From an optimization exercise on the open Yosys and OpenROAD flow, aimed at small area, a short achievable clock period and few clock cycles per item; shortcuts taken in it are not production practice.
Function was checked by simulation only, so behaviour that the tests miss may differ from the original.
Power figures rest on the tool's default switching activity, not on a simulated workload.

## flow/design.v (module list and top-level ports; edited modules follow where they fit)
// module datc_gain: 352 lines
// module dg_etree: 1305 lines
// module dg_mtree: 2338 lines
module datc_gain (
    input  wire        clk,
    input  wire        rst,
    input  wire        ctl_valid,
    input  wire        ctl_vol,        
    input  wire [1:0]  ctl_ch,         
    input  wire [15:0] ctl_arg,
    input  wire        blk_valid,
    output wire        blk_ready,
    input  wire [4:0]  blk_cnt,        
    input  wire [2:0]  blk_fmt,        
    input  wire        in_valid,
    output wire        in_ready,
    input  wire [63:0] in_data,        
    output wire        out_valid,
    input  wire        out_ready,
    output wire [31:0] out_data,
    output wire        out_last
);
  // ...
==> flow/run.sh <==
#!/bin/bash
# synth_recipe.tcl (not shown) runs the flow's synth.tcl, then flattens the netlist and writes it again
# the make line also repeats each setting of config.mk as NAME=value (left out here)
make -C /OpenROAD-flow-scripts/flow DESIGN_CONFIG=/design/flow/config.mk WORK_HOME=/design/flow/orfs CLKGATE_MAP_FILE= SYNTH_SCRIPT=/design/flow/synth_recipe.tcl finish
==> flow/config.mk <==
export PLATFORM = sky130hd
export DESIGN_NAME = datc_gain
export DESIGN_NICKNAME = datc_gain
export VERILOG_FILES = /design/flow/design.v
export SDC_FILE = /design/flow/constraint.sdc
export NUM_CORES = 4
export LEC_CHECK = 0
export CAP_MARGIN = 20
export CORE_MARGIN = 2
export CORE_UTILIZATION = 40
export SLEW_MARGIN = 20
==> flow/constraint.sdc <==
create_clock -name core_clock -period 12.5 [get_ports {clk}]
set_input_delay 2.5000 -clock core_clock [delete_from_list [all_inputs] [get_ports {clk}]]
set_output_delay 2.5000 -clock core_clock [all_outputs]
set_load 0.01 [all_outputs]
==> metrics.log, run 1 <==
[metrics] die area: 173200 um2
[metrics] wire length on met2: 97570 um
[metrics] per-instance average area after synthesis: 9.046 um2
[metrics] total count of max-transition violations in the final report: 0
[metrics] synthesized netlist cell count: 7512
[metrics] Port Buffer Count: 124
[metrics] number of buffers created by CTS: 85
[metrics] internal cell power: 0.008006 W
[metrics] CP max stage delay: 700 ps
[metrics] critical path, cell by cell: a22o_2, buf_4, xnor2_1, nand2_1, ha_1, o21ai_0, a221oi_1, a221oi_1, o211ai_1, and2_1, a221o_1, o211ai_1, o21ai_1, a41o_1, a21oi_1, xor2_1, nor2_1, a311o_1
[metrics] data arrival at the endpoint of the critical path: 6670 ps
[metrics] warning count from the yosys run: 1
[metrics] reported combinational group power: 0.00816 W
[metrics] leading post-synthesis cells by cell area: sky130_fd_sc_hd__fa_1, sky130_fd_sc_hd__edfxtp_1, sky130_fd_sc_hd__dfxtp_1
[metrics] cell depth of the worst min-delay path: 0
[metrics] library cell with the highest instance count after synthesis: sky130_fd_sc_hd__inv_1
[metrics] invs w/o clock: 991
[metrics] clock buffer count in the final layout: 108
[metrics] area share of fa/ha/maj cells after synthesis: 0.2908
[metrics] most common library cell in the layout ignoring fill and taps: sky130_fd_sc_hd__inv_1
[metrics] Buffers, non-clock: 210
[metrics] Reg-to-Reg Start: dv43
[metrics] static leakage: 31.59 nW
[metrics] proportion of cell area occupied by multi-input gates: 0.6050
[metrics] distinct cell type count of the synthesized netlist: 103
[metrics] Max-cap violations: 0
[metrics] sequential share of cell area: 0.2412
[metrics] Post-Place Cell Area: 71100 um2
[metrics] measured slew at the worst slew-check pin: 1104 ps
[metrics] largest clock skew in the final design: 49.02 ps
[metrics] fraction of the mapped netlist area in compound gates: 0.1179
[metrics] via count: 52500
[metrics] met3 global-route usage: 0.03094
[metrics] number of H-tree levels: 3
[metrics] portion of total power attributed to sequential cells: 0.250
[metrics] TritonCTS clock tree: done
[metrics] Critical Path Source Type: flop
[metrics] maximum ir drop on the vdd rail: 0.0001441 V
[metrics] buffering overhead: 0.02667
[metrics] FF/Latch Area: 17870 um2
[metrics] antenna cell count: 2
[metrics] Design Area, Final: 74090 um2
[metrics] status: complete, no violations
Testbench counts, summed over its fixed seeds: cycles 13,543, blocks 384.
==> inputs of run 2 (changes only) <==
--- a/flow/config.mk
+++ b/flow/config.mk
@@ -7,5 +7,5 @@
 export LEC_CHECK = 0
-export CAP_MARGIN = 20
+export CAP_MARGIN = 0
 export CORE_MARGIN = 2
-export CORE_UTILIZATION = 40
-export SLEW_MARGIN = 20
+export CORE_UTILIZATION = 65
+export SLEW_MARGIN = 0
==> run 2 against run 1 <==
  * Combinational power shrank 1%
  * Critical path type unchanged
  * Flip-flop and latch count is the same
  * Register-to-register slack better by 240 ps
  * Total power fell by 1.5%
  * Worst hold slack worse by 20 ps
==> metrics.log, run 2 <==
[metrics] Clk Tree Root Cell: sky130_fd_sc_hd__clkbuf_16
[metrics] Longest Clk Path Bufs: 3
[metrics] final core area utilization: 0.7022
[metrics] critical path, cell by cell: a22o_2, buf_4, xnor2_1, a21boi_0, ha_1, a21o_1, a21o_1, a21o_1, a21o_1, a21o_1, o41a_1, a221o_1, a311o_1, a31oi_1, xnor2_1, a211oi_1, a31oi_1
[metrics] portion of total power attributed to sequential cells: 0.255 (+0.005)
[metrics] routability congestion estimate: 0.9500
[metrics] post-route worst setup slack: 6503 ps
[metrics] Max-cap violations: 0 (unchanged)
[metrics] aggregate global-route resource usage: 0.3647
[metrics] multiplexer share of the synthesized area: 0.02145
[metrics] total count of max-transition violations in the final report: 0 (unchanged)
[metrics] sequential cell area fraction in the yosys report: 0.2628
[metrics] post-route fraction of the period consumed by the critical path: 0.4798
[metrics] fraction of power spent switching nets: 0.4399
[metrics] clock sink total: 693
[metrics] combinational family with the most area after synthesis: adder cells
[metrics] die width: 327.3 um
[metrics] number of antenna violations at the first check in global routing: 4
[metrics] internal cell power: 0.007936 W (-0.88%)
[metrics] first-pass iteration count of the detailed router: 6
[metrics] Critical Path Source Type: flop
[metrics] effective utilization at floorplan: 0.6557
[metrics] share of the synthesized area in the top cell type: 0.2404
[metrics] status: complete, no violations
[metrics] pin count of the biggest net entering global routing: 130
[metrics] cell count after placement: 8673
[metrics] Most common cell on crit path: sky130_fd_sc_hd__a21o_1
[metrics] fraction of the mapped netlist area in compound gates: 0.1179 (unchanged)
[metrics] post_cts resized: 0
[metrics] worst setup path category: flop to flop
[metrics] TritonCTS clock tree: done
[metrics] Design Power: 0.01417 W
[metrics] xor and xnor fraction of the mapped netlist area: 0.03465
[metrics] synthesized netlist cell count: 7512 (unchanged)
[metrics] core region area: 103600 um2
[metrics] maximum operating frequency: 166.8 MHz
[metrics] commonest register cell after synthesis: sky130_fd_sc_hd__edfxtp_1
[metrics] Crit Path Max Fanout: 41
[metrics] number of rows in the core area: 118
[metrics] via count: 53360 (+1.6%)
[metrics] buffers and inverters on the worst path: 1
[metrics] DP Wirelength: 137700 um
[metrics] P_sw: 0.006234 W
[metrics] Pwr per Cell Area: 194.7 nW/um2
[metrics] # Post-CTS Setup Buffers: 0
[metrics] post-synth top area cell: sky130_fd_sc_hd__fa_1
[metrics] Req. time, crit path: 12900 ps
[metrics] Port Buffer Count: 124 (unchanged)
[metrics] vias in the first global route: 53840
[metrics] Critical-path top delay cell: sky130_fd_sc_hd__a22o_2
[metrics] worst-skew pair later-pin latency: 680 ps
[metrics] number of flip-flops under the largest register name: 48
[metrics] global-route wire length before repair: 303500 um
[metrics] die area: 107100 um2 (-38%)
[metrics] headroom to the max-slew limit: 0.1660
[metrics] Nets: 8563
[metrics] total wire length: 193000 um
[metrics] distinct cell type count of the synthesized netlist: 103 (unchanged)
[metrics] measured slew at the worst slew-check pin: 1251 ps (+146.7 ps)
[metrics] most common library cell in the layout ignoring fill and taps: sky130_fd_sc_hd__inv_1
[metrics] ports placed on the boundary: 133
[metrics] CTS Hold Buffers Added: 0
[metrics] count of antenna-violating nets left after detailed routing: 0
[metrics] number of fill cells in the layout: 8240
[metrics] share of final-layout standard cells stronger than drive strength 1: 0.04958
[metrics] Clk network pwr share: 0.177
[metrics] EDFF count, synth: 398
[metrics] data arrival at the endpoint of the critical path: 6390 ps (-280 ps)
[metrics] first-iteration detailed-routing DRC count: 4880
[metrics] Clk pin slew, worst setup/hold paths: 60 ps
[metrics] Hold WC Path Type: flop to flop
[metrics] final std cells w/o fill: 8825
[metrics] library cell with the highest instance count after synthesis: sky130_fd_sc_hd__inv_1
[metrics] Post-Synthesis Cell Area: 67960 um2
[metrics] final hold violation count: 0
[metrics] number of buffers created by CTS: 82 (-3.5%)
[metrics] share of flip-flops with an asynchronous set or reset: 0
[metrics] area share of fa/ha/maj cells after synthesis: 0.2908 (unchanged)
[metrics] minimum setup slack after placement: 6593 ps
[metrics] final setup TNS: 0 ps
[metrics] maximum ir drop on the vdd rail: 0.0002234 V (+55%)
[metrics] largest registers in the final layout: qs: 48 flops, qc: 47 flops
[metrics] number of H-tree levels: 3 (unchanged)
[metrics] largest clock skew in the final design: 29.45 ps (-19.57 ps)
[metrics] DR DRC count: 0
[metrics] CP max stage delay: 930 ps (+230 ps)
[metrics] simple logic cell fraction of the synthesized area: 0.1926
[metrics] remaining global-route overflow: 0
[metrics] static leakage: 31.46 nW (-0.41%)
[metrics] RSZ-0062 raised after global routing: no
[metrics] Finish-stage setup viols: 0
[metrics] top library cells by usage in the layout, fill and taps aside: sky130_fd_sc_hd__inv_1, sky130_fd_sc_hd__nand2_1, sky130_fd_sc_hd__fa_1, sky130_fd_sc_hd__and2_1, sky130_fd_sc_hd__a21oi_1
[metrics] leading post-synthesis cells by cell area: sky130_fd_sc_hd__fa_1, sky130_fd_sc_hd__edfxtp_1, sky130_fd_sc_hd__dfxtp_1
[metrics] warning count from the yosys run: 1 (unchanged)
[metrics] kind of end point of the critical path: flop
[metrics] family with the most delay on the worst path: compound AO/OA/AOI/OAI gates
[metrics] die height: 327.3 um
[metrics] post-synthesis register bit count: 693
[metrics] area added between synthesis and finish: 7.100%
[metrics] top register by number of flip-flops: qs
[metrics] drt via density: 6.046
[metrics] routed len/inst: 21.87 um
[metrics] relative contribution of combinational cells to total power: 0.567
[metrics] Final min period: 5997 ps
[metrics] Post-synth top cells: sky130_fd_sc_hd__inv_1, sky130_fd_sc_hd__nand2_1, sky130_fd_sc_hd__fa_1, sky130_fd_sc_hd__and2_1, sky130_fd_sc_hd__a21oi_1
[metrics] per-instance average area after synthesis: 9.046 um2 (unchanged)
==> run 2: through the flow <==
step | hold WS, ps | area, um2
2_1_floorplan | 385.5 | 67980
3_3_place_gp | 390.3 | 69990
3_5_place_dp | 391.0 | 69990
4_1_cts | 388.0 | 72770
5_1_grt | 403.9 | 72770
6_report | 391.0 | 72780
==> run 2: layout make-up <==
cell class	instances	area, um2	area share
tap	1380	1727	0.02372
sequential	693	17870	0.2455
clock inverter	43	485.5	0.006670
antenna	2	5.005	0.00006877
multi-input combinational	5404	44820	0.6159
inverter	991	3722	0.05114
clock buffer	107	2300	0.03160
timing repair buffer	205	1851	0.02543
==> run 2: kinds of logic (layout without fill, tap and decap cells) <==
group                      after synthesis  count (layout)
AOI/OAI and AO/OA                     1272            1272
xor gates and xnor gates               268             268
adders and majority gates             1090            1090
buffers and inverters                 1422            1346
DFF                                    693             693
muxes                                  110             110
other                                    1              10
and+or+nand+nor                       2656            2656
==> run 2: per-layer routing <==
| layer | global-route usage | share of wire | vias to the layer above |
|---|---|---|---|
| li1 | - | - | 24080 |
| met1 | 0.4838 | 0.40 | 26420 |
| met5 | 0 | 0.000067 | - |
| met4 | 0.1506 | 0.048 | 2 |
| met2 | 0.6022 | 0.47 | 2356 |
| met3 | 0.05583 | 0.082 | 495 |
==> run 2: path summary, 6_finish.rpt <==
path                               start  endpoint  slack [ps]  cells past startpoint
worst max-delay path                dv43   st0[37]        6500                     17
worst min-delay path            sil_r[0]   ssil[0]         390                      0
worst max register to register      dv43   st0[37]        6500                     17
worst min register to register  sil_r[0]   ssil[0]         390                      0
==> run 2: power groups by stage <==
stage	clock network [W]	registers [W]	logic, W
final	0.00251	0.00362	0.00804
after global routing	0.00261	0.00366	0.00906
after CTS	0.00254	0.00360	0.00801
after detailed placement	0	0.00364	0.00793
after global placement	0	0.00363	0.00773
after floorplan	0	0.00345	0.00587
==> run 2: worst register-to-register path: stages, from the launching register on <==
cell and delay [ps]:
sky130_fd_sc_hd__dfxtp_1 630, sky130_fd_sc_hd__a22o_2 930, sky130_fd_sc_hd__buf_4 570, sky130_fd_sc_hd__xnor2_1 210
sky130_fd_sc_hd__a21boi_0 110, sky130_fd_sc_hd__ha_1 430, sky130_fd_sc_hd__a21o_1 190, sky130_fd_sc_hd__a21o_1 170
sky130_fd_sc_hd__a21o_1 180, sky130_fd_sc_hd__a21o_1 170, sky130_fd_sc_hd__a21o_1 190, sky130_fd_sc_hd__o41a_1 390
sky130_fd_sc_hd__a221o_1 400, sky130_fd_sc_hd__a311o_1 440, sky130_fd_sc_hd__a31oi_1 240, sky130_fd_sc_hd__xnor2_1 160
sky130_fd_sc_hd__a211oi_1 270, sky130_fd_sc_hd__a31oi_1 70
==> module datc_gain, before the edit <==
module datc_gain (
    input  wire        clk,
    input  wire        rst,
    input  wire        ctl_valid,
    input  wire        ctl_vol,        
    input  wire [1:0]  ctl_ch,         
    input  wire [15:0] ctl_arg,
    input  wire        blk_valid,
    output wire        blk_ready,
    input  wire [4:0]  blk_cnt,        
    input  wire [2:0]  blk_fmt,        
    input  wire        in_valid,
    output wire        in_ready,
    input  wire [63:0] in_data,        
    output wire        out_valid,
    input  wire        out_ready,
    output wire [31:0] out_data,
    output wire        out_last
);
    localparam ONE = 25'd16777216;    
    localparam W   = 10;              
    localparam J   = 30 / W;          
    reg        mute0, mute1, mute2;
    reg [15:0] vol0, vol1, vol2;
    wire wr = ctl_valid && ctl_ch != 2'd3;
    always @(posedge clk) begin
        if (rst) begin
            mute0 <= 1'b0; mute1 <= 1'b0; mute2 <= 1'b0;
            vol0  <= 16'd0; vol1 <= 16'd0; vol2 <= 16'd0;
        end else if (wr) begin
            if (ctl_vol) begin
                case (ctl_ch)
                    2'd0: vol0 <= ctl_arg[15] ? ctl_arg : 16'd0;
                    2'd1: vol1 <= ctl_arg[15] ? ctl_arg : 16'd0;
                    default: vol2 <= ctl_arg[15] ? ctl_arg : 16'd0;
                endcase
            end else begin
                case (ctl_ch)
                    2'd0: mute0 <= ctl_arg[0];
                    2'd1: mute1 <= ctl_arg[0];
                    default: mute2 <= ctl_arg[0];
                endcase
            end
        end
    end
    wire signed [16:0] att0 = $signed({vol2[15], vol2}) + $signed({vol0[15], vol0});
    wire signed [16:0] att1 = $signed({vol2[15], vol2}) + $signed({vol1[15], vol1});
    wire        le0 = att0 <= -17'sd32768;
    wire        le1 = att1 <= -17'sd32768;
    wire [16:0] natt0 = -att0;
    wire [16:0] natt1 = -att1;
    reg [1:0]  sil_r;
    reg        wr_d;
    reg [1:0]  dirty;
    reg        eb;                 
    reg        ec;                 
    reg [14:0] mask;               
    reg [29:0] cf;                 
    reg        one;                
    reg [29:0] ea;                 
    reg [29:0] ss, sc;             
    reg        cb;                 
    reg [1:0]  ej;                 
    reg [24:0] tdb0, tdb1;         
    reg [24:0] gl0, gl1;           
    reg [40:0] ga0, ga1;           
    reg [41:0] st0, st1;           
    reg [3:0]  rm0, rm1;           
    reg        sg0, sg1;           
    reg [4:0]  nbN;
    reg [2:0]  fmt;
    reg [4:0]  fleft;              
    reg [1:0]  rl;                 
    reg        rld0, rld1;         
    reg [1:0]  ssil;               
    reg        needdiv;
    reg [5:0]  dvc;
    reg        dv43, dv1;          
    reg        act;
    reg        pend;
    reg [4:0]  wcnt;
    reg [4:0]  N;
    reg [23:0] smp;
    reg        sv, sch, sf16;
    reg        in_ready_r, blk_ready_r;
    reg        p1v, p1last, p1f16;
    reg        ov, olast, of16;
    reg [23:0] oy;
    reg        kv, klast, kf16;
    reg [23:0] ky;
    assign blk_ready = blk_ready_r;
    assign in_ready  = in_ready_r;
    assign out_valid = ov;
    assign out_last  = olast;
    assign out_data  = of16 ? {oy[15:0], 16'd0} : {oy, 8'd0};
    wire       go     = ~kv;
    wire       pop    = ov & out_ready;
    wire [5:0] w2N    = {N, 1'b0};
    wire       want_s = act & ({1'b0, wcnt} < w2N);
    wire       ich    = wcnt[0];
    wire       nbwait = ~pend & (needdiv | (dvc != 6'd0) | (ich ? rl[1] : rl[0]));
    wire       iss_s  = go & want_s & sv & ~nbwait;
    wire       iss_p  = go & act & ~want_s;
    wire       iss    = iss_s | iss_p;
    wire       lastw  = wcnt == 5'd31;
    wire       fin    = act & iss & lastw;
    wire       accb   = blk_valid & blk_ready_r;
    wire       capR   = in_ready_r & in_valid;
    wire       capL   = ~in_ready_r & in_valid & (fleft != 5'd0) & (~sv | iss_s);
    wire       nz     = blk_cnt != 5'd0;
    wire       estart = ~eb & (dirty != 2'd0) & (rl == 2'd0);
    wire       esel   = ~dirty[0];
    wire [1:0] dset;
    assign dset[0] = wr & ctl_vol & (ctl_ch == 2'd0 || ctl_ch == 2'd2);
    assign dset[1] = wr & ctl_vol & (ctl_ch == 2'd1 || ctl_ch == 2'd2);
    wire [1:0] dclr   = estart ? (esel ? 2'b10 : 2'b01) : 2'b00;
    wire       edone  = eb & (mask == 15'd0);
    wire [24:0] te0 = ssil[0] ? 25'd0 : tdb0;
    wire [24:0] te1 = ssil[1] ? 25'd0 : tdb1;
    wire       kv_n    = kv ? ~pop : (p1v & ov & ~pop);
    wire       go_n    = ~kv_n;
    wire       act_n   = accb | (fin ? pend : act);
    wire       pend_n  = accb ? (act & ~fin) : (fin ? 1'b0 : pend);
    wire [4:0] wcnt_n  = (accb & (~act | fin)) ? 5'd0 : (iss ? wcnt + 5'd1 : wcnt);
    wire [4:0] N_n     = (accb & (~act | fin)) ? blk_cnt : ((fin & pend) ? nbN : N);
    wire [1:0] rl_n    = accb ? {nz, nz} : (rl & ~{rld1, rld0});
    wire       nd_n    = accb ? (nz & (blk_cnt != 5'd16)) : (needdiv & (rl != 2'd0));
    wire [5:0] dvc_n   = (needdiv & (rl == 2'd0)) ? 6'd43 : ((dvc != 6'd0) ? dvc - 6'd1 : 6'd0);
    wire [4:0] fleft_n = accb ? blk_cnt : (fleft - {4'd0, capR});
    wire       sv_n    = capR | capL | (sv & ~iss_s);
    wire       sch_n   = capR ? 1'b1 : (capL ? 1'b0 : sch);
    wire       eb_n    = estart | (eb & ~edone);
    wire [1:0] dirty_n = (dirty & ~dclr) | dset;
    wire       wr_d_n  = wr;
    wire [5:0] w2N_n    = {N_n, 1'b0};
    wire       free0_n  = ~pend_n | (N_n == 5'd0) | ({1'b0, wcnt_n} > w2N_n - 6'd2);
    wire       free1_n  = ~pend_n | (N_n == 5'd0) | ({1'b0, wcnt_n} > w2N_n - 6'd1);
    wire       want_s_n = act_n & ({1'b0, wcnt_n} < w2N_n);
    wire       nbwait_n = ~pend_n & (nd_n | (dvc_n != 6'd0) | (wcnt_n[0] ? rl_n[1] : rl_n[0]));
    wire       in_ready_n  = sv_n & ~sch_n & go_n & want_s_n & ~nbwait_n;
    wire       blk_ready_n = ~eb_n & (dirty_n == 2'd0) & ~wr_d_n & ~pend_n & (rl_n == 2'd0) &
                             ~nd_n & (dvc_n == 6'd0) & (~act_n | (wcnt_n[4:1] == 4'b1111)) &
                             ((fleft_n == 5'd0) | ((fleft_n == 5'd1) & in_ready_n));
    always @(posedge clk) begin
        if (rst) begin
            sil_r <= 2'b00; wr_d <= 1'b0;
            dirty <= 2'b00; eb <= 1'b0;
            tdb0 <= ONE; tdb1 <= ONE;
            gl0 <= ONE; gl1 <= ONE;
            fleft <= 5'd0; rl <= 2'b00; rld0 <= 1'b0; rld1 <= 1'b0; needdiv <= 1'b0; dvc <= 6'd0; dv43 <= 1'b0; dv1 <= 1'b0;
            act <= 1'b0; pend <= 1'b0; wcnt <= 5'd0; N <= 5'd0;
            sv <= 1'b0;
            in_ready_r <= 1'b0; blk_ready_r <= 1'b0;
            p1v <= 1'b0; ov <= 1'b0; kv <= 1'b0;
        end else begin
            sil_r <= {mute2 | mute1 | le1, mute2 | mute0 | le0};
            wr_d  <= wr_d_n;
            dirty <= dirty_n;
            eb    <= eb_n;
            fleft <= fleft_n;
            rl    <= rl_n;
            rld0  <= rl_n[0] & free0_n;
            rld1  <= rl_n[1] & free1_n;
            needdiv <= nd_n;
            dvc   <= dvc_n;
            dv43  <= dvc_n == 6'd43;
            dv1   <= dvc_n == 6'd1;
            act   <= act_n;
            pend  <= pend_n;
            wcnt  <= wcnt_n;
            N     <= N_n;
            sv    <= sv_n;
            in_ready_r  <= in_ready_n;
            blk_ready_r <= blk_ready_n;
            if (go) p1v <= iss;
            kv    <= kv_n;
            if (kv) begin
                if (pop) ov <= 1'b1;
            end else if (p1v) begin
                ov <= 1'b1;
            end else if (pop) begin
                ov <= 1'b0;
            end
            if (edone) begin
                if (ec) tdb1 <= one ? ONE : {1'b0, ea[29:6]};
                else    tdb0 <= one ? ONE : {1'b0, ea[29:6]};
            end
            if (rld0) gl0 <= te0;
            if (rld1) gl1 <= te1;
        end
    end
    wire [14:0] mstart = esel ? (le1 ? 15'd0 : natt1[14:0]) : (le0 ? 15'd0 : natt0[14:0]);
    wire [14:0] mrest  = mask & (mask - 15'd1);
    function [29:0] romc(input [14:0] m);    
        reg [14:0] l;
        begin
            l = m & (~m + 15'd1);
            romc = 30'd0;
            if (l[0])  romc = romc | 30'd1073259045;
            if (l[1])  romc = romc | 30'd1072776484;
            if (l[2])  romc = romc | 30'd1071812012;
            if (l[3])  romc = romc | 30'd1069885668;
            if (l[4])  romc = romc | 30'd1066043361;
            if (l[5])  romc = romc | 30'd1058400094;
            if (l[6])  romc = romc | 30'd1043277569;
            if (l[7])  romc = romc | 30'd1013677647;
            if (l[8])  romc = romc | 30'd956973408;
            if (l[9])  romc = romc | 30'd852903448;
            if (l[10]) romc = romc | 30'd677485290;
            if (l[11]) romc = romc | 30'd427464319;
            if (l[12]) romc = romc | 30'd170176611;
            if (l[13]) romc = romc | 30'd26971175;
            if (l[14]) romc = romc | 30'd677485;
        end
    endfunction
    wire [39:0] tS, tC;
    dg_etree etree (.ss(ss), .sc(sc), .cb(cb), .cf(cf), .a(ea[9:0]), .S(tS), .C(tC));
    wire [10:0] tlow = {1'b0, tS[9:0]} + {1'b0, tC[9:0]};
    wire [30:0] eres = {ss, 1'b1} + {sc, cb};
    always @(posedge clk) begin
        if (estart) begin
            ec   <= esel;
            mask <= mstart;
            cf   <= romc(mstart);
            one  <= 1'b1;
            ej   <= 2'd0;
            ss   <= 30'd0;
            sc   <= 30'd0;
            cb   <= 1'b0;
        end else if (eb && mask != 15'd0) begin
            if (one) begin
                ea   <= cf;
                one  <= 1'b0;
                mask <= mrest;
                cf   <= romc(mrest);
            end else if (ej == 2'd3) begin
                ea   <= eres[30:1];
                ss   <= 30'd0;
                sc   <= 30'd0;
                cb   <= 1'b0;
                ej   <= 2'd0;
                mask <= mrest;
                cf   <= romc(mrest);
            end else begin
                ss   <= tS[39:10];
                sc   <= tC[39:10];
                cb   <= tlow[10];
                ea   <= ea >> 10;
                ej   <= ej + 2'd1;
            end
        end
    end
    wire       nm0 = (dv43 & st0[41]) | (dv1 & sg0);
    wire       nm1 = (dv43 & st1[41]) | (dv1 & sg1);
    wire [41:0] aa0 = rld0 ? {1'b0, te0, 16'd0} : (nm0 ? 42'd0 : {1'b0, ga0});
    wire [41:0] ab0 = rld0 ? ~{1'b0, gl0, 16'd0} : (nm0 ? ~st0 : st0);
    wire [41:0] aa1 = rld1 ? {1'b0, te1, 16'd0} : (nm1 ? 42'd0 : {1'b0, ga1});
    wire [41:0] ab1 = rld1 ? ~{1'b0, gl1, 16'd0} : (nm1 ? ~st1 : st1);
    wire [42:0] ar0 = {aa0, 1'b1} + {ab0, rld0 | nm0};
    wire [42:0] ar1 = {aa1, 1'b1} + {ab1, rld1 | nm1};
    wire [41:0] r0  = ar0[42:1];
    wire [41:0] r1  = ar1[42:1];
    wire        n16 = nbN == 5'd16;
    wire [4:0] dt0 = {rm0, st0[40]};
    wire [4:0] dt1 = {rm1, st1[40]};
    wire       ge0 = dt0 >= nbN;
    wire       ge1 = dt1 >= nbN;
    wire [4:0] dd0 = dt0 - nbN;
    wire [4:0] dd1 = dt1 - nbN;
    wire       dstep = (dvc != 6'd0) & ~dv43 & ~dv1;
    always @(posedge clk) begin
        if (accb)
            ssil <= sil_r;
        if (dv43)
            sg0 <= st0[41];
        if (rld0) begin
            ga0 <= {gl0, 16'd0};
            st0 <= n16 ? {{4{r0[41]}}, r0[41:4]} : r0;
            rm0 <= 4'd0;
        end else if (nm0) begin
            st0 <= r0;
        end else if (dstep) begin
            st0 <= {1'b0, st0[39:0], ge0};
            rm0 <= ge0 ? dd0[3:0] : dt0[3:0];
        end else if (iss_s & ~ich) begin
            ga0 <= r0[40:0];
        end
        if (dv43)
            sg1 <= st1[41];
        if (rld1) begin
            ga1 <= {gl1, 16'd0};
            st1 <= n16 ? {{4{r1[41]}}, r1[41:4]} : r1;
            rm1 <= 4'd0;
        end else if (nm1) begin
            st1 <= r1;
        end else if (dstep) begin
            st1 <= {1'b0, st1[39:0], ge1};
            rm1 <= ge1 ? dd1[3:0] : dt1[3:0];
        end else if (iss_s & ich) begin
            ga1 <= r1[40:0];
        end
    end
    wire [31:0] cont = capR ? (fmt[0] ? in_data[63:32] : in_data[31:0]) : in_data[31:0];
    wire [23:0] ext  = !fmt[1] ? {{8{cont[15]}}, cont[15:0]} :
                       fmt[2]  ? cont[31:8] : cont[23:0];
    always @(posedge clk) begin
        if (accb)
            fmt <= blk_fmt;
        if (accb)
            nbN <= blk_cnt;
        if (capR | capL) begin
            smp  <= ext;
            sch  <= capR;
            sf16 <= !fmt[1];
        end
    end
    wire [24:0] g = ich ? ga1[40:16] : ga0[40:16];
    wire [47:0] mS, mC;
    dg_mtree mtree (.s(smp), .g(g), .S(mS), .C(mC));
    reg        p1z;
    reg [47:0] qs, qc;
    always @(posedge clk) begin
        if (go) begin
            p1last <= lastw;
            p1f16  <= sf16;
            p1z    <= ~iss_s;
            qs     <= mS;
            qc     <= mC;
        end
    end
    wire [47:0] tsum = qs + qc;
    wire [23:0] y    = p1z ? 24'd0 : tsum[47:24];
    always @(posedge clk) begin
        if (kv) begin
            if (pop) begin
                oy    <= ky;
                olast <= klast;
                of16  <= kf16;
            end
        end else if (p1v) begin
            if (~ov | pop) begin
                oy    <= y;
                olast <= p1last;
                of16  <= p1f16;
            end else begin
                ky    <= y;
                klast <= p1last;
                kf16  <= p1f16;
            end
        end
    end
endmodule
==> inputs of run 3 (changes only) <==
--- a/flow/design.v
+++ b/flow/design.v
@@ -45,9 +45,4 @@
     end
-    wire signed [16:0] att0 = $signed({vol2[15], vol2}) + $signed({vol0[15], vol0});
-    wire signed [16:0] att1 = $signed({vol2[15], vol2}) + $signed({vol1[15], vol1});
-    wire        le0 = att0 <= -17'sd32768;
-    wire        le1 = att1 <= -17'sd32768;
-    wire [16:0] natt0 = -att0;
-    wire [16:0] natt1 = -att1;
     reg [1:0]  sil_r;
+    reg [1:0]  le;                 
     reg        wr_d;
@@ -64,3 +59,3 @@
     reg [24:0] tdb0, tdb1;         
-    reg [24:0] gl0, gl1;           
+    reg [1:0]  fx;                 
     reg [40:0] ga0, ga1;           
@@ -73,3 +68,4 @@
     reg [1:0]  rl;                 
-    reg        rld0, rld1;         
+    reg        rl0, rl1;           
+    reg        fx0, fx1;           
     reg [1:0]  ssil;               
@@ -112,2 +108,6 @@
     wire       esel   = ~dirty[0];
+    wire [15:0] vsel  = esel ? vol1 : vol0;
+    wire signed [16:0] atts = $signed({vol2[15], vol2}) + $signed({vsel[15], vsel});
+    wire        les   = atts <= -17'sd32768;
+    wire [14:0] natts = ~atts[14:0] + 15'd1;
     wire [1:0] dset;
@@ -125,3 +125,4 @@
     wire [4:0] N_n     = (accb & (~act | fin)) ? blk_cnt : ((fin & pend) ? nbN : N);
-    wire [1:0] rl_n    = accb ? {nz, nz} : (rl & ~{rld1, rld0});
+    wire [1:0] rl_n    = accb ? {nz, nz} : (rl & ~{rl1, rl0});
+    wire [1:0] fx_n    = dv1 ? ~{sg1, sg0} : (fx & ~{fx1, fx0});
     wire       nd_n    = accb ? (nz & (blk_cnt != 5'd16)) : (needdiv & (rl != 2'd0));
@@ -145,7 +146,7 @@
         if (rst) begin
-            sil_r <= 2'b00; wr_d <= 1'b0;
+            sil_r <= 2'b00; wr_d <= 1'b0; le <= 2'b00;
             dirty <= 2'b00; eb <= 1'b0;
             tdb0 <= ONE; tdb1 <= ONE;
-            gl0 <= ONE; gl1 <= ONE;
-            fleft <= 5'd0; rl <= 2'b00; rld0 <= 1'b0; rld1 <= 1'b0; needdiv <= 1'b0; dvc <= 6'd0; dv43 <= 1'b0; dv1 <= 1'b0;
+            fx <= 2'b00;
+            fleft <= 5'd0; rl <= 2'b00; rl0 <= 1'b0; rl1 <= 1'b0; fx0 <= 1'b0; fx1 <= 1'b0; needdiv <= 1'b0; dvc <= 6'd0; dv43 <= 1'b0; dv1 <= 1'b0;
             act <= 1'b0; pend <= 1'b0; wcnt <= 5'd0; N <= 5'd0;
@@ -155,3 +156,7 @@
         end else begin
-            sil_r <= {mute2 | mute1 | le1, mute2 | mute0 | le0};
+            sil_r <= {mute2 | mute1 | le[1], mute2 | mute0 | le[0]};
+            if (estart) begin
+                if (esel) le[1] <= les;
+                else      le[0] <= les;
+            end
             wr_d  <= wr_d_n;
@@ -161,4 +166,7 @@
             rl    <= rl_n;
-            rld0  <= rl_n[0] & free0_n;
-            rld1  <= rl_n[1] & free1_n;
+            rl0   <= rl_n[0] & free0_n & ~fx_n[0];
+            rl1   <= rl_n[1] & free1_n & ~fx_n[1];
+            fx0   <= rl_n[0] & free0_n & fx_n[0];
+            fx1   <= rl_n[1] & free1_n & fx_n[1];
+            fx    <= fx_n;
             needdiv <= nd_n;
@@ -187,7 +195,5 @@
             end
-            if (rld0) gl0 <= te0;
-            if (rld1) gl1 <= te1;
         end
     end
-    wire [14:0] mstart = esel ? (le1 ? 15'd0 : natt1[14:0]) : (le0 ? 15'd0 : natt0[14:0]);
+    wire [14:0] mstart = les ? 15'd0 : natts;
     wire [14:0] mrest  = mask & (mask - 15'd1);
@@ -254,8 +260,8 @@
     wire       nm1 = (dv43 & st1[41]) | (dv1 & sg1);
-    wire [41:0] aa0 = rld0 ? {1'b0, te0, 16'd0} : (nm0 ? 42'd0 : {1'b0, ga0});
-    wire [41:0] ab0 = rld0 ? ~{1'b0, gl0, 16'd0} : (nm0 ? ~st0 : st0);
-    wire [41:0] aa1 = rld1 ? {1'b0, te1, 16'd0} : (nm1 ? 42'd0 : {1'b0, ga1});
-    wire [41:0] ab1 = rld1 ? ~{1'b0, gl1, 16'd0} : (nm1 ? ~st1 : st1);
-    wire [42:0] ar0 = {aa0, 1'b1} + {ab0, rld0 | nm0};
-    wire [42:0] ar1 = {aa1, 1'b1} + {ab1, rld1 | nm1};
+    wire [41:0] aa0 = rl0 ? {1'b0, te0, 16'd0} : (nm0 ? 42'd0 : {1'b0, ga0});
+    wire [41:0] ab0 = rl0 ? ~{1'b0, ga0[40:16], 16'd0} : (nm0 ? ~st0 : (fx0 ? 42'h0ffff : st0));
+    wire [41:0] aa1 = rl1 ? {1'b0, te1, 16'd0} : (nm1 ? 42'd0 : {1'b0, ga1});
+    wire [41:0] ab1 = rl1 ? ~{1'b0, ga1[40:16], 16'd0} : (nm1 ? ~st1 : (fx1 ? 42'h0ffff : st1));
+    wire [42:0] ar0 = {aa0, 1'b1} + {ab0, rl0 | nm0};
+    wire [42:0] ar1 = {aa1, 1'b1} + {ab1, rl1 | nm1};
     wire [41:0] r0  = ar0[42:1];
@@ -271,8 +277,24 @@
     always @(posedge clk) begin
+        if (rst) begin
+            ga0 <= {ONE, 16'd0};
+            ga1 <= {ONE, 16'd0};
+        end else begin
+            if (fx0 | (iss_s & ~ich))
+                ga0 <= r0[40:0];
+            else if (rl0)
+                ga0 <= {ga0[40:16], 16'd0};
+            if (fx1 | (iss_s & ich))
+                ga1 <= r1[40:0];
+            else if (rl1)
+                ga1 <= {ga1[40:16], 16'd0};
+        end
+    end
+    always @(posedge clk) begin
         if (accb)
             ssil <= sil_r;
-        if (dv43)
+        if (dv43) begin
             sg0 <= st0[41];
-        if (rld0) begin
-            ga0 <= {gl0, 16'd0};
+            sg1 <= st1[41];
+        end
+        if (rl0) begin
             st0 <= n16 ? {{4{r0[41]}}, r0[41:4]} : r0;
@@ -284,9 +306,4 @@
             rm0 <= ge0 ? dd0[3:0] : dt0[3:0];
-        end else if (iss_s & ~ich) begin
-            ga0 <= r0[40:0];
         end
-        if (dv43)
-            sg1 <= st1[41];
-        if (rld1) begin
-            ga1 <= {gl1, 16'd0};
+        if (rl1) begin
             st1 <= n16 ? {{4{r1[41]}}, r1[41:4]} : r1;
@@ -298,4 +315,2 @@
             rm1 <= ge1 ? dd1[3:0] : dt1[3:0];
-        end else if (iss_s & ich) begin
-            ga1 <= r1[40:0];
         end
--- a/flow/config.mk
+++ b/flow/config.mk
@@ -7,5 +7,5 @@
 export LEC_CHECK = 0
-export CAP_MARGIN = 0
+export CAP_MARGIN = 20
 export CORE_MARGIN = 2
-export CORE_UTILIZATION = 65
-export SLEW_MARGIN = 0
+export CORE_UTILIZATION = 40
+export SLEW_MARGIN = 20
==> run 3 against run 2 <==
  * Clock skew up 43 ps
  * Routed wire length up 6.8%
  * Core utilization down 26 points
  * Critical path type unchanged
  * Sequential power down 13%
  * Via count down 1.1%
  * Synthesized cell count down 1.5%
  * Clock-buffer cell count up 6
  * Still clean
  * Global-route usage down 12 points
  * Synthesized area down 2.9%
  * Worst hold slack better by 41 ps
==> metrics.log, run 3 <==
[metrics] die width: 410.2 um (+25%)
[metrics] critical path, cell by cell: buf_4, inv_2, buf_4, nor2_2, buf_4, a22o_1, ha_1, nand4_1, or4_1, o211ai_1, a2111oi_0, nor3_1, a41oi_1, xnor2_1, a21oi_1, a311oi_1
[metrics] effective utilization at floorplan: 0.4014 (-0.2543)
[metrics] Longest Clk Path Bufs: 3 (unchanged)
[metrics] RSZ-0062 raised after global routing: no
[metrics] maximum ir drop on the vdd rail: 0.0001707 V (-24%)
[metrics] total wire length: 206100 um (+6.8%)
[metrics] CP max stage delay: 710 ps (-220 ps)
[metrics] post-synthesis register bit count: 649 (-6.3%)
[metrics] drt via density: 5.531 (-8.5%)
[metrics] # Post-CTS Setup Buffers: 0 (unchanged)
[metrics] leading post-synthesis cells by cell area: sky130_fd_sc_hd__fa_1, sky130_fd_sc_hd__edfxtp_1, sky130_fd_sc_hd__dfxtp_1
[metrics] synthesized netlist cell count: 7400 (-1.5%)
[metrics] static leakage: 30.91 nW (-1.7%)
[metrics] number of buffers created by CTS: 86 (+4.9%)
[metrics] Max-cap violations: 0 (unchanged)
[metrics] Port Buffer Count: 124 (unchanged)
[metrics] total count of max-transition violations in the final report: 0 (unchanged)
[metrics] most common library cell in the layout ignoring fill and taps: sky130_fd_sc_hd__inv_1
[metrics] number of H-tree levels: 3 (unchanged)
[metrics] routed len/inst: 21.61 um (-1.2%)
[metrics] distinct cell type count of the synthesized netlist: 111 (+7.8%)
[metrics] cell count after placement: 9368 (+8.0%)
[metrics] global-route wire length before repair: 319800 um (+5.4%)
[metrics] number of rows in the core area: 149 (+26%)
[metrics] routability congestion estimate: 0.9164 (-3.5%)
[metrics] TritonCTS clock tree: done
[metrics] hold path startpoint: sf16
[metrics] post-synth top area cell: sky130_fd_sc_hd__fa_1
[metrics] number of antenna violations at the first check in global routing: 16 (+12)
[metrics] core region area: 164400 um2 (+59%)
[metrics] EDFF count, synth: 348 (-13%)
[metrics] Pwr per Cell Area: 160.1 nW/um2 (-18%)
[metrics] final hold violation count: 0 (unchanged)
[metrics] remaining global-route overflow: 0 (unchanged)
[metrics] first-iteration detailed-routing DRC count: 4289 (-12%)
[metrics] library cell with the highest instance count after synthesis: sky130_fd_sc_hd__inv_1
[metrics] Hold WC Path Type: flop to flop
[metrics] Most common cell on crit path: sky130_fd_sc_hd__buf_4
[metrics] sequential cell area fraction in the yosys report: 0.2496 (-0.01315)
[metrics] buffers and inverters on the worst path: 4 (+3)
[metrics] final std cells w/o fill: 9536 (+8.1%)
[metrics] clock sink total: 649 (-6.3%)
[metrics] Post-Synthesis Cell Area: 66000 um2 (-2.9%)
[metrics] Post-synth top cells: sky130_fd_sc_hd__inv_1, sky130_fd_sc_hd__nand2_1, sky130_fd_sc_hd__fa_1, sky130_fd_sc_hd__and2_1, sky130_fd_sc_hd__a21oi_1
[metrics] count of antenna-violating nets left after detailed routing: 0 (unchanged)
[metrics] kind of end point of the critical path: flop
[metrics] warning count from the yosys run: 1 (unchanged)
[metrics] measured slew at the worst slew-check pin: 985.3 ps (-265.7 ps)
[metrics] share of the synthesized area in the top cell type: 0.2472 (+0.006815)
[metrics] largest clock skew in the final design: 72.18 ps (+42.73 ps)
[metrics] DR DRC count: 0 (unchanged)
[metrics] top library cells by usage in the layout, fill and taps aside: sky130_fd_sc_hd__inv_1, sky130_fd_sc_hd__nand2_1, sky130_fd_sc_hd__fa_1, sky130_fd_sc_hd__and2_1, sky130_fd_sc_hd__a21oi_1
[metrics] die area: 168300 um2 (+57%)
[metrics] Reg-to-Reg Start: rl0
[metrics] CTS Hold Buffers Added: 0 (unchanged)
[metrics] commonest register cell after synthesis: sky130_fd_sc_hd__edfxtp_1
[metrics] length in cells of the worst reg-to-reg path: 16 (-1)
[metrics] sink of the worst hold path: p1f16
[metrics] Design Area, Final: 72150 um2 (-0.87%)
[metrics] worst-skew pair later-pin latency: 730 ps (+50 ps)
[metrics] post-route fraction of the period consumed by the critical path: 0.5112 (+0.03142)
[metrics] Post-Place Cell Area: 69070 um2 (-1.3%)
[metrics] Critical-path top delay cell: sky130_fd_sc_hd__dfxtp_4
[metrics] DP Wirelength: 145300 um (+5.5%)
[metrics] via count: 52750 (-1.1%)
[metrics] ports placed on the boundary: 133 (unchanged)
[metrics] post_cts resized: 0 (unchanged)
[metrics] first-pass iteration count of the detailed router: 5 (-1)
[metrics] headroom to the max-slew limit: 0.3431 (+0.1771)
[metrics] family with the most delay on the worst path: buffers and inverters
[metrics] status: complete, no violations
[metrics] pin count of the biggest net entering global routing: 103 (-21%)
[metrics] Critical Path Source Type: flop
[metrics] number of flip-flops under the largest register name: 48 (unchanged)
[metrics] share of final-layout standard cells stronger than drive strength 1: 0.05693 (+0.007356)
[metrics] final setup TNS: 0 ps (unchanged)
[metrics] number of fill cells in the layout: 15960 (+94%)
[metrics] data arrival at the endpoint of the critical path: 6950 ps (+560 ps)
[metrics] Clk Tree Root Cell: sky130_fd_sc_hd__clkbuf_16
[metrics] worst setup path category: flop to flop
[metrics] aggregate global-route resource usage: 0.2448 (-0.1199)
[metrics] register-to-register path setup slack: 6110 ps (-390 ps)
[metrics] Crit Path Max Fanout: 60 (+46%)
[metrics] Final min period: 6390 ps (+392.7 ps)
[metrics] Clk pin slew, worst setup/hold paths: 60 ps (about the same)
[metrics] vias in the first global route: 53580 (-0.49%)
[metrics] top register by number of flip-flops: qs
[metrics] Worst R2R End: st0[35]
[metrics] cell depth of the worst min-delay path: 0 (unchanged)
[metrics] maximum operating frequency: 156.5 MHz (-6.1%)
[metrics] per-instance average area after synthesis: 8.919 um2 (-1.4%)
[metrics] area added between synthesis and finish: 9.314%
[metrics] die height: 410.2 um (+25%)
[metrics] Finish-stage setup viols: 0 (unchanged)
[metrics] largest registers in the final layout: qs: 48 flops, qc: 47 flops
[metrics] Nets: 8437 (-1.5%)
[metrics] Req. time, crit path: 13060 ps (+160 ps)
[metrics] share of flip-flops with an asynchronous set or reset: 0 (unchanged)
## run 3: changes by cell type after synthesis, moves of 45 or more
cell / previous run / this run
sky130_fd_sc_hd__nand2_1: 930 / 838
sky130_fd_sc_hd__a211oi_1: 51 / 104
sky130_fd_sc_hd__nand2b_1: 86 / 41
sky130_fd_sc_hd__edfxtp_1: 398 / 348
sky130_fd_sc_hd__xnor2_1: 206 / 96
sky130_fd_sc_hd__a21oi_1: 483 / 541
## run 3: worst max path at each step
stage	start	slack, ps	end	depth (start not counted)
2_1_floorplan	wcnt[0]	6920	qc[24]	17
3_3_place_gp	blk_valid	6020	rl0	14
3_5_place_dp	blk_valid	5940	rl1	14
4_1_cts	rl0	6280	st0[35]	16
5_1_grt	rl0	5690	st0[35]	16
6_report	rl0	6110	st0[35]	16
## run 3: layout make-up
type	count	area [um2]	share of cell area
well taps	2189	2739	0.03796
clock buffers	113	2409	0.03338
clock inverters	49	628.1	0.008706
multi-input cells	5325	44190	0.6126
inverters	988	3711	0.05144
flip-flops and latches	649	16490	0.2285
repair buffers	218	1968	0.02728
diodes	5	12.51	0.0001734
## run 3: through the flow
stage	power, W	hold WS, ps	utilization	setup slack (ps)
2_1_floorplan	0.007202	385.5	-	6924
3_3_place_gp	0.008794	417.7	0.4200	6020
3_5_place_dp	0.008879	414.7	0.4201	5938
4_1_cts	0.01160	431.2	0.4385	6282
5_1_grt	0.01247	445.0	0.4387	5694
6_report	0.01155	431.6	0.4388	6110
## run 3: routing by layer
metal / routed length [um] / global-route usage / up-vias
met5: 13 / 0 / -
li1: - / - / 23950
met1: 87840 / 0.3306 / 26480
met4: 6491 / 0.07505 / 2
met3: 14680 / 0.03877 / 382
met2: 97080 / 0.4029 / 1942
## run 3: worst register-to-register path, cell delays in order (launching register included)
cell and delay [ps]:
sky130_fd_sc_hd__dfxtp_4 710, sky130_fd_sc_hd__buf_4 670, sky130_fd_sc_hd__inv_2 480, sky130_fd_sc_hd__buf_4 370, sky130_fd_sc_hd__nor2_2 160, sky130_fd_sc_hd__buf_4 320, sky130_fd_sc_hd__a22o_1 190, sky130_fd_sc_hd__ha_1 310
sky130_fd_sc_hd__nand4_1 160, sky130_fd_sc_hd__or4_1 560, sky130_fd_sc_hd__o211ai_1 420, sky130_fd_sc_hd__a2111oi_0 200, sky130_fd_sc_hd__nor3_1 680, sky130_fd_sc_hd__a41oi_1 240, sky130_fd_sc_hd__xnor2_1 360, sky130_fd_sc_hd__a21oi_1 120
sky130_fd_sc_hd__a311oi_1 270
## run 3: logic make-up (layout without fill, tap and decap cells)
family | Yosys count | count (layout) | synth area share
AND/OR/NAND/NOR | 2583 | 2583 | 0.1927
buffers and inverters | 1433 | 1368 | 0.08292
multiplexers | 122 | 122 | 0.02430
AO/OA/AOI/OAI | 1379 | 1379 | 0.1329
XOR/XNOR | 155 | 155 | 0.02068
adder cells (fa/ha/maj) | 1078 | 1078 | 0.2968
flip-flops | 649 | 649 | 0.2496
other | 1 | 13 | 0.00005682
## run 3: power by group
group	switching [W]	leakage, nW	total, W	internal, W
Sequential	0.000363	5.93	0.00316	0.00279
Combinational	0.00349	23.5	0.00573	0.00225
Clock	0.00110	1.46	0.00266	0.00156
Total	0.00495	30.9	0.0116	0.00660
Testbench counts of run 3, summed over its fixed seeds: cycles 13,543, blocks 384.
==> inputs of run 4 (changes only) <==
--- a/flow/design.v
+++ b/flow/design.v
@@ -58,2 +58,3 @@
     reg [1:0]  ej;                 
+    reg        rs;                 
     reg [24:0] tdb0, tdb1;         
@@ -192,4 +193,4 @@
             if (edone) begin
-                if (ec) tdb1 <= one ? ONE : {1'b0, ea[29:6]};
-                else    tdb0 <= one ? ONE : {1'b0, ea[29:6]};
+                if (ec) tdb1 <= one ? ONE : {1'b0, eacc[29:6]};
+                else    tdb0 <= one ? ONE : {1'b0, eacc[29:6]};
             end
@@ -221,6 +222,11 @@
     endfunction
+    wire        ej0  = ej == 2'd0;
+    wire [30:0] eres = {ss, 1'b1} + {sc, cb};
+    wire [29:0] eacc = rs ? ea : eres[30:1];
+    wire [9:0]  echk = ej0 ? eacc[9:0] : ea[9:0];
     wire [39:0] tS, tC;
-    dg_etree etree (.ss(ss), .sc(sc), .cb(cb), .cf(cf), .a(ea[9:0]), .S(tS), .C(tC));
+    dg_etree etree (.ss(ej0 ? 30'd0 : ss), .sc(ej0 ? 30'd0 : sc), .cb(cb & ~ej0),
+                    .cf(cf), .a(echk), .S(tS), .C(tC));
     wire [10:0] tlow = {1'b0, tS[9:0]} + {1'b0, tC[9:0]};
-    wire [30:0] eres = {ss, 1'b1} + {sc, cb};
+    wire [14:0] m1st = mstart & (mstart - 15'd1);
     always @(posedge clk) begin
@@ -228,21 +234,16 @@
             ec   <= esel;
-            mask <= mstart;
-            cf   <= romc(mstart);
-            one  <= 1'b1;
+            one  <= mstart == 15'd0;
+            ea   <= romc(mstart);
+            mask <= m1st;
+            cf   <= romc(m1st);
+            rs   <= 1'b1;
             ej   <= 2'd0;
-            ss   <= 30'd0;
-            sc   <= 30'd0;
-            cb   <= 1'b0;
         end else if (eb && mask != 15'd0) begin
-            if (one) begin
-                ea   <= cf;
-                one  <= 1'b0;
-                mask <= mrest;
-                cf   <= romc(mrest);
-            end else if (ej == 2'd3) begin
-                ea   <= eres[30:1];
-                ss   <= 30'd0;
-                sc   <= 30'd0;
-                cb   <= 1'b0;
+            ss   <= tS[39:10];
+            sc   <= tC[39:10];
+            cb   <= tlow[10];
+            ea   <= (ej0 ? eacc : ea) >> 10;
+            if (ej == 2'd2) begin
                 ej   <= 2'd0;
+                rs   <= 1'b0;
                 mask <= mrest;
@@ -250,6 +251,2 @@
             end else begin
-                ss   <= tS[39:10];
-                sc   <= tC[39:10];
-                cb   <= tlow[10];
-                ea   <= ea >> 10;
                 ej   <= ej + 2'd1;
--- a/flow/config.mk
+++ b/flow/config.mk
@@ -7,5 +7,5 @@
 export LEC_CHECK = 0
-export CAP_MARGIN = 20
+export CAP_MARGIN = 0
 export CORE_MARGIN = 2
-export CORE_UTILIZATION = 40
-export SLEW_MARGIN = 20
+export CORE_UTILIZATION = 65
+export SLEW_MARGIN = 0
==> run 4 against run 3 <==
  * Still clean
  * Synthesized cell count is 0.23% lower
  * Critical path depth is 1 higher
  * Final cell count is 8.7% lower
  * Core utilization grew 27 points
  * Register-to-register slack better by 60 ps
  * Setup slack improved by 58 ps
  * Global-route usage increased by 13 points
  * Combinational power grew 63%
  * First-iteration DRC count up 34%
  * Largest power group unchanged
==> metrics.log, run 4 <==
[metrics] status: complete, no violations
[metrics] share of final-layout standard cells stronger than drive strength 1: 0.05534 (-0.001597)
[metrics] Design Power: 0.01534 W (+33%)
[metrics] minimum setup slack after placement: 6087 ps (+148.3 ps)
[metrics] post-route fraction of the period consumed by the critical path: 0.5065 (-0.004660)
[metrics] number of buffers created by CTS: 78 (-9.3%)
[metrics] TritonCTS clock tree: done
[metrics] P_sw: 0.007110 W (+44%)
[metrics] Nets: 8444 (+0.083%)
[metrics] CP max stage delay: 700 ps (about the same)
[metrics] number of H-tree levels: 3 (unchanged)
[metrics] data arrival at the endpoint of the critical path: 6830 ps (-120 ps)
[metrics] post-synthesis register bit count: 649 (unchanged)
[metrics] maximum ir drop on the vdd rail: 0.0003250 V (+90%)
[metrics] distinct cell type count of the synthesized netlist: 111 (unchanged)
[metrics] DP Wirelength: 139200 um (-4.2%)
[metrics] Port Buffer Count: 124 (unchanged)
[metrics] Clk Tree Root Cell: sky130_fd_sc_hd__clkbuf_16
[metrics] # Post-CTS Setup Buffers: 0 (unchanged)
[metrics] combinational family with the most area after synthesis: adder cells
[metrics] internal cell power: 0.008232 W (+25%)
[metrics] worst setup path category: flop to flop
[metrics] per-instance average area after synthesis: 9.088 um2 (+1.9%)
[metrics] ports placed on the boundary: 133 (unchanged)
[metrics] area share of fa/ha/maj cells after synthesis: 0.2927 (-0.004159)
[metrics] vias in the first global route: 53710 (+0.24%)
[metrics] total wire length: 195200 um (-5.3%)
[metrics] Finish-stage setup viols: 0 (unchanged)
[metrics] area taken by multi-input logic gates: 44940 um2 (+1.7%)
[metrics] post-route worst setup slack: 6169 ps (+58.25 ps)
[metrics] Longest Clk Path Bufs: 3 (unchanged)
[metrics] die area: 105800 um2 (-37%)
[metrics] Post-synth top cells: sky130_fd_sc_hd__inv_1, sky130_fd_sc_hd__fa_1, sky130_fd_sc_hd__nand2_1, sky130_fd_sc_hd__and2_1, sky130_fd_sc_hd__a21oi_1
[metrics] number of flip-flops under the largest register name: 48 (unchanged)
[metrics] Max-cap violations: 0 (unchanged)
[metrics] drt via density: 6.194 (+12%)
[metrics] core region area: 102000 um2 (-38%)
[metrics] portion of total power attributed to sequential cells: 0.240 (-0.033)
[metrics] Hold WC Path Type: flop to flop
[metrics] first-pass iteration count of the detailed router: 6 (+1)
[metrics] Crit Path Max Fanout: 38 (-37%)
[metrics] die height: 325.3 um (-21%)
[metrics] commonest register cell after synthesis: sky130_fd_sc_hd__edfxtp_1
[metrics] largest registers in the final layout: qs: 48 flops, qc: 47 flops
[metrics] synthesized netlist cell count: 7383 (-0.23%)
[metrics] EDFF count, synth: 408 (+17%)
[metrics] most common library cell in the layout ignoring fill and taps: sky130_fd_sc_hd__inv_1
[metrics] Clk network pwr share: 0.151 (-0.079)
[metrics] Final min period: 6331 ps (-58.25 ps)
[metrics] CTS Hold Buffers Added: 0 (unchanged)
[metrics] first-iteration detailed-routing DRC count: 5744 (+34%)
[metrics] buffers and inverters on the worst path: 2 (-2)
[metrics] Critical Path Source Type: flop
[metrics] routability congestion estimate: 0.9811 (+7.1%)
[metrics] share of flip-flops with an asynchronous set or reset: 0 (unchanged)
[metrics] DR DRC count: 0 (unchanged)
[metrics] sequential cell area fraction in the yosys report: 0.2545 (+0.004873)
[metrics] maximum operating frequency: 157.9 MHz (+0.92%)
[metrics] Post-Synthesis Cell Area: 67100 um2 (+1.7%)
[metrics] remaining global-route overflow: 0 (unchanged)
[metrics] kind of end point of the critical path: flop
[metrics] headroom to the max-slew limit: 0.1297 (-0.2134)
[metrics] top register by number of flip-flops: qs
[metrics] clock sink total: 649 (unchanged)
[metrics] post_cts resized: 0 (unchanged)
[metrics] fraction of power spent switching nets: 0.4634 (+0.03516)
[metrics] worst-skew pair later-pin latency: 680 ps (-50 ps)
[metrics] final hold violation count: 0 (unchanged)
[metrics] pin count of the biggest net entering global routing: 91 (-12%)
[metrics] global-route wire length before repair: 305200 um (-4.6%)
[metrics] leading post-synthesis cells by cell area: sky130_fd_sc_hd__fa_1, sky130_fd_sc_hd__edfxtp_1, sky130_fd_sc_hd__dfxtp_1
[metrics] Req. time, crit path: 13000 ps (-60 ps)
[metrics] antenna cell count: 0 (-5)
[metrics] measured slew at the worst slew-check pin: 1305 ps (+320.0 ps)
[metrics] routed len/inst: 22.42 um (+3.7%)
[metrics] simple logic cell fraction of the synthesized area: 0.1958 (+0.003155)
[metrics] total count of max-transition violations in the final report: 0 (unchanged)
[metrics] critical path, cell by cell: a22oi_2, buf_4, buf_4, and3_1, ha_1, nor2b_1, o21ai_0, a21boi_0, o211ai_1, o21a_1, nor4_1, o31ai_1, a21boi_0, a221oi_1, xnor2_1, nand2_1, a32oi_1
[metrics] RSZ-0062 raised after global routing: no
[metrics] aggregate global-route resource usage: 0.3699 (+0.1252)
[metrics] Pwr per Cell Area: 213.3 nW/um2 (+33%)
[metrics] relative contribution of combinational cells to total power: 0.609 (+0.113)
[metrics] final setup TNS: 0 ps (unchanged)
[metrics] top library cells by usage in the layout, fill and taps aside: sky130_fd_sc_hd__inv_1, sky130_fd_sc_hd__fa_1, sky130_fd_sc_hd__nand2_1, sky130_fd_sc_hd__and2_1, sky130_fd_sc_hd__a21oi_1
[metrics] area added between synthesis and finish: 7.187%
[metrics] static leakage: 30.64 nW (-0.90%)
[metrics] FF/Latch Area: 17090 um2 (+3.6%)
[metrics] via count: 53920 (+2.2%)
[metrics] xor and xnor fraction of the mapped netlist area: 0.02199 (+0.001303)
[metrics] library cell with the highest instance count after synthesis: sky130_fd_sc_hd__inv_1
[metrics] post-synth top area cell: sky130_fd_sc_hd__fa_1
[metrics] final std cells w/o fill: 8705 (-8.7%)
[metrics] number of fill cells in the layout: 8118 (-49%)
[metrics] multiplexer share of the synthesized area: 0.02447 (+0.0001624)
[metrics] family with the most delay on the worst path: compound AO/OA/AOI/OAI gates
[metrics] cell count after placement: 8561 (-8.6%)
[metrics] warning count from the yosys run: 1 (unchanged)
[metrics] count of antenna-violating nets left after detailed routing: 0 (unchanged)
[metrics] share of the synthesized area in the top cell type: 0.2432 (-0.004038)
[metrics] number of rows in the core area: 117 (-21%)
[metrics] Critical-path top delay cell: sky130_fd_sc_hd__a22oi_2
[metrics] fraction of the mapped netlist area in compound gates: 0.1317 (-0.001220)
[metrics] effective utilization at floorplan: 0.6576 (+0.2562)
[metrics] largest clock skew in the final design: 34.57 ps (-37.61 ps)
[metrics] die width: 325.3 um (-21%)
[metrics] Clk pin slew, worst setup/hold paths: 70 ps (about the same)
[metrics] number of antenna violations at the first check in global routing: 5 (-11)
==> run 4: changes by cell type after synthesis, moves of 23 or more <==
cell | previous run | this run
sky130_fd_sc_hd__nor2b_1 | 152 | 367
sky130_fd_sc_hd__dfxtp_1 | 301 | 241
sky130_fd_sc_hd__nand2_1 | 838 | 781
sky130_fd_sc_hd__nand3_1 | 132 | 108
sky130_fd_sc_hd__nor2_1 | 501 | 421
sky130_fd_sc_hd__a21oi_1 | 541 | 481
sky130_fd_sc_hd__and2_1 | 590 | 487
sky130_fd_sc_hd__nor3b_1 | 57 | 6
sky130_fd_sc_hd__nor3_1 | 72 | 95
sky130_fd_sc_hd__nand2b_1 | 41 | 66
sky130_fd_sc_hd__edfxtp_1 | 348 | 408
==> run 4: cells by family after synthesis <==
group / Yosys count
other cells: 1
mux: 126
xor+xnor: 161
simple gates: 2593
compound gates: 1374
flops: 649
fa+ha+maj: 1082
buf+inv: 1397
==> run 4: per-stage QoR <==
stage,util,hold WS [ps],instance area [um2]
final,0.7049,398.7,71920
after detailed placement,0.6796,389.5,69340
after floorplan,-,385.5,67120
after global routing,0.7049,415.6,71920
after global placement,0.6796,389.4,69340
after CTS,0.7048,402.0,71910
==> run 4: worst paths after layout <==
check                 end  cells after the start  slack, ps     start
hold / removal    ssil[1]                      0        400  sil_r[1]
setup / recovery  st0[39]                     17       6170      dv43
hold reg to reg   ssil[1]                      0        400  sil_r[1]
setup reg to reg  st0[39]                     17       6170      dv43
==> run 4: area by class of cell <==
cell class              count  share of cell area
inverters                 991             0.05176
clock buffers             102             0.02968
multi-input cells        5344              0.6249
repair buffers            209             0.02615
flip-flops and latches    649              0.2376
well taps                1368             0.02380
clock inverters            42            0.006106
==> run 4: power by group through the flow <==
stage	logic, W	registers [W]	clock network, W
3_5_place_dp	0.00926	0.00370	0
3_3_place_gp	0.00890	0.00369	0
6_report	0.00935	0.00368	0.00231
2_1_floorplan	0.00672	0.00353	0
5_1_grt	0.0106	0.00371	0.00242
4_1_cts	0.00931	0.00366	0.00234
==> run 4: per-layer routing <==
metal	GRT usage	up-vias	part of all wire
li1	-	24080	-
met1	0.5080	26630	0.40
met2	0.5895	2690	0.46
met3	0.06915	523	0.094
met4	0.1342	2	0.040
met5	0	-	0.000067
Testbench counts of run 4, summed over its fixed seeds: cycles 12,829, blocks 384.

==> re-timing with driven ports <==
No port has a modelled driver above. Below, the same layouts with a new extraction and two added sets of constraints. Step 1, drivers: a clkbuf_16 drives clk and a buf_2 each remaining input, both assumed. Step 2 times the ports against the registers' clock, not the clock port: input delays grow and output delays shrink by t, the midpoint of the rising clock arrivals with the driver on. Three values: ideal, step 1, step 2; two values: the first two.
run	t (ns)	setup WS [ns]	worst slew at a driven data input, ns
run 1	0.780	6.263 / 6.263 / 6.263	0.10
run 2	0.739	6.503 / 6.503 / 6.503	0.24
run 3	0.774	6.110 / 6.110 / 5.891	0.36
run 4	0.746	6.169 / 6.169 / 6.032	0.05
After both steps every run listed still meets setup and hold. The setup slack of run 3, which loses most, moves by 0.000 ns with the drivers and by -0.219 ns with both steps.
